What follows belongs to an exercise in optimizing a design on an open flow for a short achievable clock period; a production flow would make more cautious choices. Function was checked by simulation only, so behaviour that the tests miss may differ from the original. No driver is modelled on the clock port, so clock power and skew are understated where the tree is cut down; a real chip needs a root buffer or a tree. Power is estimated from default activity; no workload was simulated.

== build 76 ==
==> flow/design.v (excerpt) <==
module ccsds_rx (
    input  wire        clk,
    input  wire        rst,             
    input  wire        in_valid,
    input  wire [7:0]  in_byte,
    input  wire        in_kind,         
    input  wire [8:0]  in_blen,         
    output reg         out_valid,
    output reg  [7:0]  out_byte,
    output reg         out_vc,          
    output reg         done,
    output reg  [1:0]  status,          
    output reg         frame_kind,
    output reg  [8:0]  frame_len,
    output reg  [7:0]  data_len,
    output reg  [15:0] ecf,
    output wire        bp_type,
    output wire [6:0]  bp_apid,
    output wire        bp_ecf_flag,
    output wire [3:0]  tf_tfvn,
    output wire [15:0] tf_scid,
    output wire        tf_sdid,
    output wire [5:0]  tf_vcid,
    output wire [3:0]  tf_mapid,
    output wire        tf_end_flag,
    output wire        tf_bypass,
    output wire        tf_command,
    output wire        tf_ocf,
    output wire [2:0]  tf_vc_length,
    output wire [2:0]  tf_constr_rule,
    output wire [4:0]  tf_protocol_id
);
For scale: roughly 570 flip-flops, ~120 I/O pins, roughly 17,000 sq um of cells after synthesis.
==> flow/config.mk <==
export PLATFORM = sky130hd
export DESIGN_NAME = ccsds_rx
export DESIGN_NICKNAME = ccsds_rx
export VERILOG_FILES = /design/flow/design.v
export SDC_FILE = /design/flow/constraint.sdc
export NUM_CORES = 4
export LEC_CHECK = 0
export ABC_CLOCK_PERIOD_IN_PS = 1100
export CAP_MARGIN = 20
export CORE_MARGIN = 2
export CORE_UTILIZATION = 70
export SETUP_SLACK_MARGIN = 3.0
export SLEW_MARGIN = 20
export TNS_END_PERCENT = 100
==> flow/constraint.sdc <==
create_clock -name core_clock -period 4.0 [get_ports {clk}]
set_input_delay 0.8000 -clock core_clock [delete_from_list [all_inputs] [get_ports {clk}]]
set_output_delay 0.8000 -clock core_clock [all_outputs]
set_load 0.01 [all_outputs]
standard.sh (not shown) runs the stock make flow with config.mk's settings and CLKGATE_MAP_FILE= SYNTH_SCRIPT=/design/flow/synth_recipe.tcl, a recipe that flattens the netlist after the stock synthesis.
==> flow/flow/run.sh <==
#!/bin/bash
# The standard layout (standard.sh), with one change: the clock tree is built
# by flow/clocktree.tcl (run as ORFS's pre-CTS hook) in place of
# clock_tree_synthesis: the clock port drives 4 root inverters (inv_16), each drives
# 8 leaf inverters, each a compact group of flip-flops, so every flip-flop
# sees the clock through two inversions. All of make's output goes to
# flow_make.log; each ORFS step keeps its own log under orfs/logs.
set -euo pipefail
export PRE_CTS_TCL="$PWD/flow/clocktree.tcl"
export CT_ROOTS=4 CT_LEAVES=32
export CT_ROOT_CELL=sky130_fd_sc_hd__inv_16 CT_LEAF_CELL=sky130_fd_sc_hd__clkinv_8
bash standard.sh finish > flow_make.log 2>&1
==> flow/flow/clocktree.tcl <==
# Pre-CTS hook: a two-level clock tree built by hand. The clock port drives
# a few root buffers, each root a few leaf buffers, each leaf a compact
# group of flip-flops (recursive bisection of the flip-flop positions).
# Every flip-flop is two cells from the port (two buffers, or two inverters
# with CT_ROOT_CELL / CT_LEAF_CELL), so the clock arrives at all
# of them at about the same time. clock_tree_synthesis then has nothing to do.

set ::ct_roots  [expr {[info exists ::env(CT_ROOTS)]  ? $::env(CT_ROOTS)  : 2}]
set ::ct_leaves [expr {[info exists ::env(CT_LEAVES)] ? $::env(CT_LEAVES) : 16}]
set ::ct_rmaster [expr {[info exists ::env(CT_ROOT_CELL)] ? $::env(CT_ROOT_CELL) : "sky130_fd_sc_hd__clkbuf_16"}]
set ::ct_lmaster [expr {[info exists ::env(CT_LEAF_CELL)] ? $::env(CT_LEAF_CELL) : "sky130_fd_sc_hd__clkbuf_16"}]

set ::ct_block [ord::get_db_block]
set ::ct_db    [ord::get_db]
set ::ct_clk   [$::ct_block findNet clk]
set ::ct_rbuf  [$::ct_db findMaster $::ct_rmaster]
set ::ct_lbuf  [$::ct_db findMaster $::ct_lmaster]

proc ct_center {it} {
    set inst [$it getInst]
    set bb [$inst getBBox]
    return [list [expr {([$bb xMin] + [$bb xMax]) / 2}] [expr {([$bb yMin] + [$bb yMax]) / 2}]]
}

# split a list of {x y item} into 2^levels groups of equal size
proc ct_bisect {pts levels} {
    if {$levels == 0 || [llength $pts] < 2} { return [list $pts] }
    set xs [lmap p $pts {lindex $p 0}]
    set ys [lmap p $pts {lindex $p 1}]
    set dx [expr {[tcl::mathfunc::max {*}$xs] - [tcl::mathfunc::min {*}$xs]}]
    set dy [expr {[tcl::mathfunc::max {*}$ys] - [tcl::mathfunc::min {*}$ys]}]
    set k [expr {$dx >= $dy ? 0 : 1}]
    set s [lsort -integer -index $k $pts]
    set h [expr {[llength $s] / 2}]
    return [concat [ct_bisect [lrange $s 0 [expr {$h - 1}]] [expr {$levels - 1}]] \
                   [ct_bisect [lrange $s $h end] [expr {$levels - 1}]]]
}

proc ct_centroid {pts} {
    set sx 0; set sy 0
    foreach p $pts { set sx [expr {$sx + [lindex $p 0]}]; set sy [expr {$sy + [lindex $p 1]}] }
    set n [llength $pts]
    return [list [expr {$sx / $n}] [expr {$sy / $n}]]
}

proc ct_make_buf {master name x y} {
    set inst [odb::dbInst_create $::ct_block $master $name]
    set w [$master getWidth]
    set h [$master getHeight]
    $inst setLocation [expr {$x - $w / 2}] [expr {$y - $h / 2}]
    $inst setPlacementStatus PLACED
    return $inst
}

proc ct_out {inst} {
    foreach it [$inst getITerms] {
        if {[$it isOutputSignal]} { return $it }
    }
    error "clocktree: no output on [$inst getName]"
}

proc ct_make_net {name} {
    
    set net [odb::dbNet_create $::ct_block $name]
    $net setSigType CLOCK
    return $net
}

set sinks {}
foreach it [$::ct_clk getITerms] {
    lappend sinks [concat [ct_center $it] [list $it]]
}
puts "clocktree: [llength $sinks] sinks, $::ct_roots roots, $::ct_leaves leaves"

set per_root [expr {$::ct_leaves / $::ct_roots}]
set root_levels [expr {int(round(log($::ct_roots) / log(2)))}]
set leaf_levels [expr {int(round(log($per_root) / log(2)))}]
set ri 0
set li 0
foreach rgroup [ct_bisect $sinks $root_levels] {
    set lgroups [ct_bisect $rgroup $leaf_levels]
    set lcent {}
    foreach g $lgroups { lappend lcent [ct_centroid $g] }
    set rc [ct_centroid $lcent]
    set rnet [ct_make_net "clknet_root_$ri"]
    set rinst [ct_make_buf $::ct_rbuf "clkbuf_root_$ri" {*}$rc]
    [$rinst findITerm A] connect $::ct_clk
    [ct_out $rinst] connect $rnet
    foreach g $lgroups c $lcent {
        set lnet [ct_make_net "clknet_leaf_$li"]
        set linst [ct_make_buf $::ct_lbuf "clkbuf_leaf_$li" {*}$c]
        [$linst findITerm A] connect $rnet
        [ct_out $linst] connect $lnet
        foreach p $g {
            set it [lindex $p 2]
            $it disconnect
            $it connect $lnet
        }
        incr li
    }
    incr ri
}
global_connect
set_propagated_clock [all_clocks]

# the tree is built: clock_tree_synthesis has nothing left to do, and an
# inverter pair in the tree must stay as it is
proc repair_clock_inverters {args} {
    puts "clocktree: repair_clock_inverters skipped"
}
proc clock_tree_synthesis {args} {
    puts "clocktree: clock_tree_synthesis skipped, tree built by hand"
}
Build 76: flow completed, timing, DRC and antenna clean
#### Input delta (trial 63 over build 76)
--- a/flow/flow/run.sh
+++ b/flow/flow/run.sh
@@ -4 +4 @@
-# clock_tree_synthesis: the clock port drives 4 root inverters (inv_16), each drives
+# clock_tree_synthesis: the clock port drives 4 root inverters, each drives
@@ -11 +11 @@
-export CT_ROOT_CELL=sky130_fd_sc_hd__inv_16 CT_LEAF_CELL=sky130_fd_sc_hd__clkinv_8
+export CT_ROOT_CELL=sky130_fd_sc_hd__clkinv_16 CT_LEAF_CELL=sky130_fd_sc_hd__clkinv_8
[summary]
Comparing build 76 and trial 63, diode insertion count for antenna repair is lower on build 76.
Trial 63 and build 76 ended up with roughly the same DRC violations left.
Launching element of the worst setup path: fn[8]$_DFFE_PP_ -> trial 63, c_him2[0]$_DFFE_PP_ -> build 76
Diff build 76..trial 63 | post-synthesis instance area | unchanged
Looking only at combined global-route utilization of all metal layers, and setting everything else aside, the higher value of build 76 and trial 63 goes to build 76.
[compare] base=build 76 new=trial 63: wire length rose about 26%; combinational power share rose 0.3 points.
In the reports for build 76 and trial 63, the smaller fraction of final layout cells sized beyond drive strength 1 belongs to build 76.
In the metrics for build 76 and trial 63, the one carrying the higher total routed wire length on the met1 layer is trial 63.
In every run of this note, the design's own scripts or RTL, not TritonCTS, make the clock network.

==> what the ideal ports hide <==
Ports are ideal in the flow. The routed layouts listed here were re-timed in OpenROAD. Step 1 (the two cells are an assumption about what drives the block):
set clk [get_ports {clk}]
set_driving_cell -lib_cell sky130_fd_sc_hd__clkbuf_16 $clk
set_driving_cell -lib_cell sky130_fd_sc_hd__buf_2 [delete_from_list [all_inputs] $clk]
Step 2 times the ports against the registers' clock, not the clock port: input delays grow and output delays shrink by t, the midpoint of the rising clock arrivals with the driver on. Three values: ideal ports, drivers, drivers and shift; two values: the first two.
run	shift t [ns]	setup slack, ns	clock arrival spread, ns
build 76	0.379	2.421 / 2.345 / 2.293	0.013 / 0.013
trial 63	0.512	1.904 / 1.903 / 1.903	0.030 / 0.029
After both steps setup and hold are still met in every run listed. The setup slack of build 76, which loses most, moves by -0.076 ns with the drivers and by -0.128 ns with both steps.
